From an optimization exercise on the open Yosys and OpenROAD flow, aimed at small area, a short achievable clock period and few clock cycles per item; shortcuts taken in it are not production practice.
The RTL was checked by simulation tests, not by an equivalence proof against the original design.

==> flow/design.v, too long to show whole: its modules and the start of the top module <==
// module hme_fsearch: 932 lines
module hme_fsearch (
    input  wire         clk,
    input  wire         rst,
    input  wire         start,
    input  wire [4:0]   grid_rows_m1,    
    input  wire [4:0]   grid_cols_m1,    
    output reg          busy,
    output reg          done,
    output wire         ref_req,
    output wire [8:0]   ref_y,
    output wire [8:0]   ref_x,
    input  wire [127:0] ref_row,
    output wire         tgt_req,
    output wire [8:0]   tgt_y,
    output wire [8:0]   tgt_x,
    input  wire [127:0] tgt_row,
    output reg          res_valid,
    output wire [4:0]   res_mb_row,
    output wire [4:0]   res_mb_col,
    output wire [4:0]   res_dy,
    output wire [4:0]   res_dx,
    output wire [15:0]  res_cost
);
  // ...
==> flow/flow/run.sh <==
#!/bin/bash
# The standard layout, with the smallest buffer (buf_1) on the ports
# instead of the one buffer_ports picks by default.
set -euo pipefail
cd "$(dirname "$0")/.."
export BUFFER_PORTS_ARGS="-buffer_cell sky130_fd_sc_hd__buf_1"
export SETUP_SLACK_MARGIN=15.2
export CTS_ARGS="-sink_clustering_enable -repair_clock_nets -sink_clustering_size 30 -sink_clustering_max_diameter 80 -dont_use_dummy_load"
bash standard.sh > standard.log 2>&1
==> flow/standard.sh <==
#!/bin/bash
# synth_recipe.tcl (not shown) runs the flow's synth.tcl, then flattens the netlist and writes it again
# the make line also repeats each setting of config.mk as NAME=value (left out here)
make -C /OpenROAD-flow-scripts/flow DESIGN_CONFIG=/design/flow/config.mk WORK_HOME=/design/flow/orfs CLKGATE_MAP_FILE= SYNTH_SCRIPT=/design/flow/synth_recipe.tcl "${@:-finish}"
==> flow/config.mk <==
export PLATFORM = sky130hd
export DESIGN_NAME = hme_fsearch
export DESIGN_NICKNAME = hme_fsearch
export VERILOG_FILES = /design/flow/design.v
export SDC_FILE = /design/flow/constraint.sdc
export NUM_CORES = 4
export LEC_CHECK = 0
export CAP_MARGIN = 20
export CORE_MARGIN = 2
export CORE_UTILIZATION = 25
export CTS_CLUSTER_DIAMETER = 80
export CTS_CLUSTER_SIZE = 30
export PLACE_DENSITY = 0.5
export SLEW_MARGIN = 20
==> flow/constraint.sdc <==
create_clock -name core_clock -period 22.0 [get_ports {clk}]
set_input_delay 4.4000 -clock core_clock [delete_from_list [all_inputs] [get_ports {clk}]]
set_output_delay 4.4000 -clock core_clock [all_outputs]
set_load 0.01 [all_outputs]
==> impl_metrics.csv, run 1 <==
group,metric,value,unit
drt,met3RoutedLength,2760,um
logic_synthesis,synth-async-reset-ratio,0,
layout,regMostFlops,"d_cs",
logic_synthesis,post_synth_xor_area_fraction,0.133,
logic_synthesis,yosysSeqAreaShare,0.262,
global_route,grt.total_usage,0.136,
global_route,grt_first_pass_wirelength,93400,um
floorplanning,chipWidth,299,um
drt,drtAntennaViolNets,0,
floorplanning,num_rows,108,
status,run_status,"no timing/DRC/antenna violations",
worst_setup_path,regToRegEndpoint,"g_rad[3]$_SDFFE_PN0P_",
layout,area_of_the_multi_input_gates,0.0147,mm^2
layout,layout.clock.cell_area_share,0.0218,
layout,n_all_inverters,377,
clocking,insertion_delay,0.56,ns
sta,timing.final.crit_period,6.62,ns
logic_synthesis,yosys_most_used_dff,"dfxtp_1",
layout,fraction_of_layout_instances_using_a_drive_strength_above_1,0.0527,
global_route,grt_most_used_layer,"met2",
logic_synthesis,ys.warnings.count,1,
logic_synthesis,synthDominantCellAreaShare,0.248,
worst_setup_path,worstRegToRegCells,19,
drt,drt-initial-drc-count,563,
layout,final-seq-area,0.00571,mm^2
global_route,maximum_number_of_pins_on_one_net_before_global_route_repair,49,
worst_setup_path,cp_num_buf_inv,2,
sta,holdWs,0.323,ns
floorplanning,starting_density_of_the_core,0.252,
Testbench counts, summed over its fixed seeds: cycles 198,758, mbs 298.
==> inputs of run 2 (changes only) <==
--- a/flow/flow/run.sh
+++ b/flow/flow/run.sh
@@ -1,4 +1,12 @@
 #!/bin/bash
-# The standard layout, with the smallest buffer (buf_1) on the ports
-# instead of the one buffer_ports picks by default.
+# The standard layout (the standard.sh, unchanged scripts) with three
+# layout choices:
+#  - the smallest buffer (buf_1) on the ports instead of the one
+#    buffer_ports picks by default;
+#  - timing repair aimed at a setup slack of 15.2 ns on the 22 ns clock, so
+#    that the resizer sizes up the critical paths (the clock and the
+#    constraints are the design's);
+#  - clock tree: sinks clustered 30 to a buffer, no dummy loads.
+# Each tool's output is in the ORFS logs under orfs/logs; make's own output
+# is in standard.log.
 set -euo pipefail
--- a/flow/config.mk
+++ b/flow/config.mk
@@ -9,6 +9,4 @@
 export CORE_MARGIN = 2
-export CORE_UTILIZATION = 25
-export CTS_CLUSTER_DIAMETER = 80
-export CTS_CLUSTER_SIZE = 30
-export PLACE_DENSITY = 0.5
+export CORE_UTILIZATION = 45
+export PLACE_DENSITY = 0.65
 export SLEW_MARGIN = 20
==> run 2 against run 1 <==
Against the previous run: still clean on timing, DRC and antenna; first-iteration DRC count grew 19%; via count is 3.0% higher; flip-flop and latch count is the same; die area shrank 44%; count of clock-buffer cells in the layout is 3 lower; critical path depth unchanged; clock skew rose by 0.028 ns; global-route usage grew 8.7 points; wire length is 9.6% lower; maximum frequency down 0.42%.
==> impl_metrics.csv, run 2 <==
group,metric,value,unit
worst_setup_path,kind_of_start_point_of_the_critical_path,"primary input",
worst_setup_path,crit_slowest_cell,"fa_1",
drt,num_vias,16400,
worst_setup_path,cp_num_buf_inv,3,
sta,final_slew_viol_count,0,
clocking,clk_pin_slew,0.10,ns
logic_synthesis,yosys.cell_count.top_type,"inv_1",
sta,relative_slew_slack,0.327,
worst_setup_path,cp_cell_sequence,"buf_1 -> inv_1 -> ha_1 -> o21bai_1 -> a21o_1 -> a21oi_1 -> o21bai_2 -> a21oi_2 -> o21bai_2 -> a21oi_4 -> buf_12 -> xnor2_1 -> fa_1 -> ha_1",
sta,timing_hold_violations_final,0,
sta,setup-tns-final,0,ns
floorplanning,dieHeight,224,um
global_route,first_global_vias,17300,
logic_synthesis,yosys_most_used_dff,"dfxtp_1",
layout,layout_commonest_cell,"inv_1",
floorplanning,chipWidth,224,um
drt,drt-initial-drc-count,668,
global_route,antenna_found_initial,8,
logic_synthesis,netlist_top_cells_area,"dfxtp_1 (25%), ha_1 (14%), fa_1 (14%)",
worst_setup_path,critical_path_peak_fanout,9,
layout,fraction_of_layout_instances_using_a_drive_strength_above_1,0.0552,
worst_setup_path,timing.critical_path.max_delay_family,"compound AO/OA/AOI/OAI gates",
layout,syn_to_final_growth,12.9,%
drt,wirelength,55400,um
floorplanning,num_rows,80,
worst_setup_path,rr_startpoint,"d_cs[91]$_DFF_P_",
worst_setup_path,critical_path_class,"in2reg",
clocking,clock_tree_buffer_depth,3,
layout,largest_register_ffs,108,
sta,worstMarginPinSlew,1.01,ns
sta,fmax,150,MHz
logic_synthesis,synth_common_cells,"inv_1 (373), dfxtp_1 (270), ha_1 (252)",
logic_synthesis,synthesis.area,0.0218,mm^2
min_path,tightest_hold_check_type,"reg2reg",
min_path,hold_path_end,"d_dy[1]$_DFF_P_",
worst_setup_path,regToRegEndpoint,"g_rad[3]$_SDFFE_PN0P_",
sta,fin_skew,0.0814,ns
logic_synthesis,ys.warnings.count,1,
floorplanning,die_area,0.0501,mm^2
clocking,tritoncts_buffer_count,19,
status,run_status,"no timing/DRC/antenna violations",
worst_setup_path,cp_capture_type,"flop",
drt,firstDrtPassIters,5,
floorplanning,pin_count,346,
logic_synthesis,synth.largest_area_cell,"dfxtp_1",
logic_synthesis,synth_cells,2313,
logic_synthesis,synthDominantCellAreaShare,0.248,
floorplanning,starting_density_of_the_core,0.456,
sta,timing.final.crit_period,6.65,ns
clocking,cts_hold_repair.buffers,0,
min_path,hold_path_startpoint,"x_dy[1]$_DFF_P_",
drt,drtAntennaViolNets,0,
global_route,grt.total_usage,0.223,
logic_synthesis,synth_edf_count,10,
placement,placed_cell_area,0.0237,mm^2
sta,report.final.setup_viol,0,
drt,avg_vias_per_cell,5.02,
logic_synthesis,synth-async-reset-ratio,0,
worst_setup_path,crit_arrival,7.08,ns
worst_setup_path,required_arrival_time_at_the_worst_endpoint,22.43,ns
placement,buffer_ports.inserted,341,
logic_synthesis,yosysSeqAreaShare,0.262,
flow_run,max-cap-violations,0,
layout,layout.core_utilization,0.514,
layout,fin_nets,3323,
global_route,grt_first_pass_wirelength,88200,um
clocking,tritoncts_clock_tree,"yes",
clocking,htree_levels,1,
min_path,holdPathStages,0,
clocking,insertion_delay,0.56,ns
drt,wl_per_cell,17.0,um
global_route,overflow,0,
sta,rsz_0062_raised_after_global_routing,"true",
placement,hpwlAfterDp,47400,um
placement,gpl.final_weighted_congestion,0.910,
worst_setup_path,worstRegToRegCells,19,
logic_synthesis,synth.distinct_cells,96,
global_route,maximum_number_of_pins_on_one_net_before_global_route_repair,49,
logic_synthesis,synthesis.area_per_instance,9.40,um^2
worst_setup_path,timing.reg2reg.setup_slack,15.52,ns
layout,top_library_cells_by_usage_in_the_layout_fill_and_taps_aside,"inv_1 (370), buf_1 (340), dfxtp_1 (270)",
sta,period_share,0.302,
worst_setup_path,cp_slowest_stage_delay,0.47,ns
floorplanning,core_area,0.0477,mm^2
drt,remaining_drc_errors,0,
clocking,clock-sinks,280,
clocking,clock-root-buffer,"clkbuf_16",
layout,design_area,0.0246,mm^2
layout,regMostFlops,"d_cs",
logic_synthesis,postSynthRegisterBits,280,
==> run 2: cell types whose count changed in the layout (fill, tap and decap cells not counted), moves of 3 or more <==
cell / change
a21oi_2: +3
buf_4: +9
clkbuf_16: -3
diode_2: +4
==> run 2: kinds of logic (layout without fill, tap and decap cells) <==
logic type	after synthesis	count (layout)	synth area share
other	1	8	0.000172
AND/OR/NAND/NOR	464	464	0.105
buffers and inverters	437	767	0.0810
XOR/XNOR	325	325	0.133
multiplexers	40	40	0.0193
AO/OA/AOI/OAI	360	360	0.113
adder cells (fa/ha/maj)	406	406	0.287
flip-flops	280	280	0.262
==> run 2: timing repair <==
item                       4_1_cts  5_1_grt
setup buffers                    0       26
pin swaps                        0        8
setup endpoints to repair       16       32
resized for setup                7       19
==> run 2: routing by layer <==
metal	global-route usage	wire, um
met2	0.416	28300
met4	0.0570	1580
met5	0	47
met1	0.258	22300
met3	0.0468	3290
==> run 2: worst max-delay path by stage <==
stage / from / end / slack [ns] / cells after the start
2_1_floorplan: tgt_row[41] / d_cs[22]$_DFF_P_ / 15.11 / 13
3_3_place_gp: tgt_row[41] / d_cs[22]$_DFF_P_ / 14.57 / 13
3_5_place_dp: tgt_row[41] / d_cs[22]$_DFF_P_ / 14.47 / 13
4_1_cts: d_cs[91]$_DFF_P_ / g_rad[3]$_SDFFE_PN0P_ / 15.22 / 21
5_1_grt: d_cs[91]$_DFF_P_ / g_rad[3]$_SDFFE_PN0P_ / 15.20 / 19
6_report: ref_row[32] / d_cs[22]$_DFF_P_ / 15.35 / 14
==> run 2: final cells by class <==
cell class	instances	area, um^2
fill	4421	23200
multi-input combinational	1599	14600
sequential	280	5710
timing repair buffer	371	1520
inverter	377	1440
tap	615	769
clock buffer	19	475
antenna	4	10.0
==> run 2: through the flow <==
step | hold slack (ns) | cells | worst slack (ns)
finish | 0.288 | 3265 | 15.35
global route | 0.306 | 3261 | 15.20
CTS | 0.289 | 3235 | 15.22
detailed placement | 0.312 | 3216 | 14.47
global placement | 0.310 | 3216 | 14.57
floorplan | 0.310 | 2316 | 15.11
==> inputs of run 3 (changes only) <==
--- a/flow/config.mk
+++ b/flow/config.mk
@@ -9,4 +9,4 @@
 export CORE_MARGIN = 2
-export CORE_UTILIZATION = 45
-export PLACE_DENSITY = 0.65
+export CORE_UTILIZATION = 25
+export PLACE_DENSITY = 0.5
 export SLEW_MARGIN = 20
==> run 3 against run 2 <==
Against the previous run: worst setup slack gained 0.028 ns; critical endpoint unchanged; highest routed layer unchanged; synthesized cell count is the same; largest cell class unchanged; flip-flop and latch count is the same; still clean; critical path depth is the same; maximum frequency grew 0.42%.
==> impl_metrics.csv, run 3 <==
group,metric,value,unit
status,run_status,"no timing/DRC/antenna violations",
worst_setup_path,crit_slowest_cell,"fa_1",
worst_setup_path,cp_cell_sequence,"buf_1 -> inv_1 -> ha_1 -> o21bai_4 -> a21oi_2 -> o21bai_1 -> a21oi_1 -> a21oi_1 -> nor2_1 -> o21bai_1 -> a21oi_4 -> xnor2_1 -> fa_1 -> ha_1",
sta,fin_skew,0.0536,ns
worst_setup_path,crit_arrival,7.08,ns
sta,timing_hold_violations_final,0,
floorplanning,pin_count,346,
sta,timing.final.crit_period,6.62,ns
floorplanning,core_area,0.0865,mm^2
floorplanning,starting_density_of_the_core,0.252,
sta,report.final.setup_viol,0,
sta,fmax,151,MHz
logic_synthesis,synthesis.area_per_instance,9.40,um^2
layout,regMostFlops,"d_cs",
placement,gpl.final_weighted_congestion,0.825,
worst_setup_path,cp_capture_type,"flop",
drt,num_vias,15900,
logic_synthesis,synth.largest_area_cell,"dfxtp_1",
drt,avg_vias_per_cell,4.19,
placement,post-place-cells,3756,
logic_synthesis,synthDominantCellAreaShare,0.248,
sta,holdWs,0.323,ns
layout,fraction_of_layout_instances_using_a_drive_strength_above_1,0.0527,
global_route,first_global_vias,16300,
global_route,overflow,0,
floorplanning,chipWidth,299,um
layout,largest_register_ffs,108,
sta,worstMarginPinSlew,0.864,ns
layout,layout_commonest_cell,"inv_1",
clocking,htree_levels,1,
clocking,tritoncts_clock_tree,"yes",
floorplanning,dieHeight,299,um
logic_synthesis,netlist_top_cells_area,"dfxtp_1 (25%), ha_1 (14%), fa_1 (14%)",
worst_setup_path,critical_path_peak_fanout,7,
global_route,grt.total_usage,0.136,
worst_setup_path,cp_slowest_stage_delay,0.48,ns
drt,drt-initial-drc-count,563,
sta,relative_slew_slack,0.420,
layout,antennaDiodeCount,0,
logic_synthesis,synth_cells,2313,
logic_synthesis,synthesis.area,0.0218,mm^2
clocking,clock_tree_buffer_depth,3,
floorplanning,die_area,0.0894,mm^2
layout,top_library_cells_by_usage_in_the_layout_fill_and_taps_aside,"inv_1 (370), buf_1 (340), dfxtp_1 (270)",
clocking,clock-sinks,280,
worst_setup_path,critical_path_class,"in2reg",
sta,period_share,0.301,
logic_synthesis,postSynthRegisterBits,280,
clocking,clock-root-buffer,"clkbuf_16",
logic_synthesis,yosys_most_used_dff,"dfxtp_1",
drt,firstDrtPassIters,5,
floorplanning,num_rows,108,
clocking,clk_pin_slew,0.09,ns
logic_synthesis,yosysSeqAreaShare,0.262,
min_path,tightest_hold_check_type,"reg2reg",
logic_synthesis,synth_common_cells,"inv_1 (373), dfxtp_1 (270), ha_1 (252)",
sta,rsz_0062_raised_after_global_routing,"false",
logic_synthesis,synth.distinct_cells,96,
logic_synthesis,yosys.cell_count.top_type,"inv_1",
placement,hpwlAfterDp,53100,um
worst_setup_path,kind_of_start_point_of_the_critical_path,"primary input",
layout,post_layout_nonfiller_instances,3794,
clocking,tritoncts_buffer_count,22,
placement,buffer_ports.inserted,341,
drt,drtAntennaViolNets,0,
flow_run,max-cap-violations,0,
sta,setup-tns-final,0,ns
sta,final_slew_viol_count,0,
clocking,cts_hold_repair.buffers,0,
layout,fin_nets,3316,
clocking,insertion_delay,0.56,ns
global_route,antenna_found_initial,12,
logic_synthesis,synth_edf_count,10,
layout,layout.filler_cells,9350,
logic_synthesis,ys.warnings.count,1,
drt,wirelength,61400,um
drt,wl_per_cell,16.2,um
worst_setup_path,required_arrival_time_at_the_worst_endpoint,22.46,ns
drt,remaining_drc_errors,0,
layout,syn_to_final_growth,16.0,%
global_route,grt_first_pass_wirelength,93400,um
global_route,maximum_number_of_pins_on_one_net_before_global_route_repair,49,
logic_synthesis,synth-async-reset-ratio,0,
==> run 3: cell types whose count changed in the layout (fill, tap and decap cells not counted), moves of 2 or more <==
cell / change
nor2b_1: +2
xnor2_1: -2
nor2b_2: -2
diode_2: -4
clkbuf_16: +3
a21oi_2: -3
xnor2_2: +2
a21oi_1: +2
buf_4: -9
==> run 3: final cells by class <==
type | count | area, um^2 | share of cell area
Multi-Input combinational cell | 1599 | 14700 | 0.581
Sequential cell | 280 | 5710 | 0.226
Tap cell | 1155 | 1450 | 0.0572
Inverter | 377 | 1440 | 0.0569
Timing Repair Buffer | 361 | 1430 | 0.0567
Clock buffer | 22 | 551 | 0.0218
==> run 3: cell families (layout without fill, tap and decap cells) <==
kind of cell,Yosys count,count (layout),share of synthesized area
compound gates,360,360,0.113
xor+xnor,325,325,0.133
fa+ha+maj,406,406,0.287
buf+inv,437,760,0.0810
flops,280,280,0.262
mux,40,40,0.0193
other cells,1,4,0.000172
simple gates,464,464,0.105
==> run 3: final timing paths <==
kind	start	endpoint	cells after the start	slack, ns
worst max-delay path	ref_row[0]	d_cs[22]$_DFF_P_	14	15.38
worst min-delay path	r_acc[9]$_SDFF_PP0_	x_acc[9]$_DFF_P_	0	0.32
worst max register to register	d_cs[91]$_DFF_P_	g_rad[3]$_SDFFE_PN0P_	19	15.56
worst min register to register	r_acc[9]$_SDFF_PP0_	x_acc[9]$_DFF_P_	0	0.32
==> run 3: metal layers <==
metal / GRT usage / vias to the layer above / wire (um)
met5: 0 / - / 131
met4: 0.0269 / 24 / 1270
met3: 0.0268 / 74 / 2760
met2: 0.257 / 264 / 32100
met1: 0.158 / 7416 / 25100
li1: - / 8134 / -
==> run 3: stage by stage <==
stage	setup slack (ns)	util	cell area [um^2]
final	15.38	0.292	25200
after global routing	15.19	0.292	25200
after CTS	15.20	0.289	25000
after detailed placement	14.47	0.282	24400
after global placement	14.50	0.282	24400
after floorplan	15.11	-	22000
==> run 3: what timing repair did <==
action / 4_1_cts / 5_1_grt
pin swaps: 0 / 8
setup endpoints to repair: 8 / 68
setup buffers: 0 / 16
gates resized for setup: 4 / 23
==> run 3: worst max-delay path: cells and delay by family <==
family / cells / cell delay, ns
adder cells (fa/ha/maj): 3 / 1.00
AND/OR/NAND/NOR: 1 / 0.08
AO/OA/AOI/OAI: 7 / 1.18
XOR/XNOR: 1 / 0.23
buffers and inverters: 2 / 0.18
==> inputs of run 4 (changes only) <==
--- a/flow/flow/run.sh
+++ b/flow/flow/run.sh
@@ -14,3 +14,3 @@
 export BUFFER_PORTS_ARGS="-buffer_cell sky130_fd_sc_hd__buf_1"
-export SETUP_SLACK_MARGIN=15.2
+export SETUP_SLACK_MARGIN=15.35
 export CTS_ARGS="-sink_clustering_enable -repair_clock_nets -sink_clustering_size 30 -sink_clustering_max_diameter 80 -dont_use_dummy_load"
--- a/flow/config.mk
+++ b/flow/config.mk
@@ -12 +12,2 @@
 export SLEW_MARGIN = 20
+export TNS_END_PERCENT = 5
==> run 4 against run 3 <==
Against the previous run: via count is 0.22% higher; critical path type unchanged; global-route usage is 0.17 points higher; flip-flop and latch count is the same; non-clock buffer count up 9; register-to-register slack gained 0.02 ns; sequential share of layout area down 0.086 points; worst setup slack gained 0.031 ns; die area did not move.
==> impl_metrics.csv, run 4 <==
group,metric,value,unit
logic_synthesis,synth.largest_area_cell,"dfxtp_1",
clocking,insertion_delay,0.58,ns
logic_synthesis,synth-async-reset-ratio,0,
placement,placed_cell_area,0.0244,mm^2
drt,drt-initial-drc-count,573,
sta,timing_hold_violations_final,0,
logic_synthesis,post_synth_xor_area_fraction,0.133,
layout,syn_to_final_growth,16.5,%
clocking,clock_tree_buffer_depth,3,
global_route,antenna_found_initial,10,
sta,period_share,0.300,
sta,worst_slack,15.41,ns
drt,num_vias,15900,
logic_synthesis,synthesis.area,0.0218,mm^2
flow_run,max-cap-violations,0,
sta,relative_slew_slack,0.425,
worst_setup_path,crit_arrival,7.01,ns
status,run_status,"no timing/DRC/antenna violations",
placement,pre_cts_slack,14.30,ns
placement,gpl.final_weighted_congestion,0.829,
sta,final_slew_viol_count,0,
global_route,grt.total_usage,0.138,
logic_synthesis,yosys.area_share.simple,0.105,
placement,buffer_ports.inserted,341,
layout,design_area,0.0253,mm^2
floorplanning,pin_count,346,
sta,rsz_0062_raised_after_global_routing,"true",
logic_synthesis,combinational_family_with_the_most_area_after_synthesis,"adder cells",
global_route,overflow,0,
drt,wirelength,61900,um
layout,layout.core_utilization,0.293,
worst_setup_path,required_arrival_time_at_the_worst_endpoint,22.42,ns
logic_synthesis,synth_common_cells,"inv_1 (373), dfxtp_1 (270), ha_1 (252)",
drt,firstDrtPassIters,5,
layout,largest_register_ffs,108,
global_route,grt_first_pass_wirelength,94800,um
logic_synthesis,yosys.cell_count.top_type,"inv_1",
sta,worstMarginPinSlew,0.857,ns
logic_synthesis,ys.warnings.count,1,
logic_synthesis,synthesis.area_per_instance,9.40,um^2
logic_synthesis,netlist_top_cells_area,"dfxtp_1 (25%), ha_1 (14%), fa_1 (14%)",
layout,fin_nets,3325,
logic_synthesis,multiplexer_fraction_of_the_synthesized_cell_area,0.0193,
floorplanning,dieHeight,299,um
clocking,tritoncts_clock_tree,"yes",
global_route,maximum_number_of_pins_on_one_net_before_global_route_repair,49,
clocking,htree_levels,1,
global_route,first_global_vias,16400,
clocking,clk_pin_slew,0.09,ns
drt,remaining_drc_errors,0,
layout,layout.filler_cells,9294,
sta,fin_skew,0.0837,ns
floorplanning,chipWidth,299,um
worst_setup_path,kind_of_start_point_of_the_critical_path,"primary input",
layout,top_library_cells_by_usage_in_the_layout_fill_and_taps_aside,"inv_1 (370), buf_1 (340), dfxtp_1 (270)",
min_path,tightest_hold_check_type,"reg2reg",
worst_setup_path,cp_capture_type,"flop",
worst_setup_path,critical_path_class,"in2reg",
layout,layout_commonest_cell,"inv_1",
logic_synthesis,synth.distinct_cells,96,
clocking,cts_hold_repair.buffers,0,
logic_synthesis,yosysSeqAreaShare,0.262,
worst_setup_path,critical_path_peak_fanout,2,
logic_synthesis,synthDominantCellAreaShare,0.248,
sta,fmax,152,MHz
logic_synthesis,synth_adder_area_share,0.287,
floorplanning,num_rows,108,
placement,hpwlAfterDp,53000,um
sta,setup-tns-final,0,ns
clocking,tritoncts_buffer_count,22,
logic_synthesis,complex_gate_fraction_of_the_synthesized_area,0.113,
clocking,clock-sinks,280,
logic_synthesis,synth_edf_count,10,
layout,regMostFlops,"d_cs",
floorplanning,core_area,0.0865,mm^2
drt,avg_vias_per_cell,4.19,
logic_synthesis,postSynthRegisterBits,280,
layout,fraction_of_layout_instances_using_a_drive_strength_above_1,0.0574,
logic_synthesis,synth_cells,2313,
sta,timing.final.crit_period,6.59,ns
floorplanning,starting_density_of_the_core,0.252,
clocking,clock-root-buffer,"clkbuf_16",
sta,report.final.setup_viol,0,
drt,drtAntennaViolNets,0,
layout,antennaDiodeCount,0,
floorplanning,die_area,0.0894,mm^2
drt,wl_per_cell,16.3,um
logic_synthesis,yosys_most_used_dff,"dfxtp_1",
-- run 4: cell counts after synthesis --
No cell type changed its count.
-- run 4: kinds of logic after synthesis --
family                   after synthesis
AND/OR/NAND/NOR                      464
buffers and inverters                437
adder cells (fa/ha/maj)              406
AO/OA/AOI/OAI                        360
XOR/XNOR                             325
flip-flops                           280
multiplexers                          40
other                                  1
-- run 4: through the flow --
| step | instances | hold WS (ns) |
|---|---|---|
| floorplan | 2316 | 0.310 |
| global placement | 3756 | 0.310 |
| detailed placement | 3756 | 0.312 |
| CTS | 3778 | 0.324 |
| global route | 3803 | 0.330 |
| finish | 3803 | 0.317 |
-- run 4: layout make-up --
type | count | area (um^2) | area share
Multi-Input combinational cell | 1599 | 14700 | 0.580
Sequential cell | 280 | 5710 | 0.225
Timing Repair Buffer | 370 | 1510 | 0.0596
Tap cell | 1155 | 1450 | 0.0570
Inverter | 377 | 1440 | 0.0566
Clock buffer | 22 | 551 | 0.0217
-- run 4: timing repair --
action,4_1_cts,5_1_grt
hold endpoints to repair,0,0
pin swaps,1,11
buffers inserted,0,25
endpoints found under the setup margin,52,90
resized for setup,14,27
-- run 4: layer usage --
layer,wire [um],global-route usage,vias up
li1,-,-,8145
met1,25000,0.159,7410
met2,32500,0.261,299
met3,2980,0.0283,73
met4,1220,0.0276,20
met5,120,0,-
-- run 4: worst max-delay path: stages --
cell and delay, ns:
buf_1 0.12, inv_1 0.06, ha_1 0.21, o21bai_1 0.28
a21oi_1 0.16, o21bai_1 0.25, a21oi_1 0.15, a21oi_1 0.16
nor2_1 0.09, o21bai_2 0.23, mux2i_1 0.25, xor2_1 0.19
fa_1 0.44
-- run 4: path summary, 6_finish.rpt --
kind,start,endpoint,slack [ns],cells past startpoint
worst max-delay path,ref_row[64],d_cs[98]$_DFF_P_,15.41,13
worst min-delay path,r_acc[3]$_SDFF_PP0_,x_acc[3]$_DFF_P_,0.32,0
worst max register to register,d_cs[52]$_DFF_P_,best_cost[15]$_SDFFE_PN1P_,15.58,19
worst min register to register,r_acc[3]$_SDFF_PP0_,x_acc[3]$_DFF_P_,0.32,0

-- re-timing with driven ports --
The results above use ideal ports. As a check the final layouts listed here were re-extracted and re-timed, cells and wires unchanged. Step 1 assumes that a clkbuf_16 drives the clock port and a buf_2 every other input. Step 2 moves the port delays by t, midway between the first and last clock arrival at a register: inputs arrive t later, outputs are due t later. That takes back most of the time a late clock gives input paths. Three values: ideal, step 1, step 2; two values: the first two.
run | t (ns) | setup WS [ns] | clock arrival spread, ns | worst register clock-pin slew, ns | cell pins on the clock port's net
run 1 | 0.590 | 15.378 / 15.410 / 14.820 | 0.071 / 0.070 | 0.09 / 0.09 | 1
run 2 | 0.569 | 15.350 / 15.381 / 14.812 | 0.081 / 0.081 | 0.11 / 0.11 | 1
run 3 | 0.590 | 15.378 / 15.410 / 14.820 | 0.071 / 0.070 | 0.09 / 0.09 | 1
run 4 | 0.599 | 15.409 / 15.448 / 14.850 | 0.095 / 0.095 | 0.12 / 0.12 | 1
After both steps setup and hold are still met in every run listed. For run 4, which loses most, drivers alone change the setup slack by +0.039 ns; drivers and shift together by -0.559 ns.
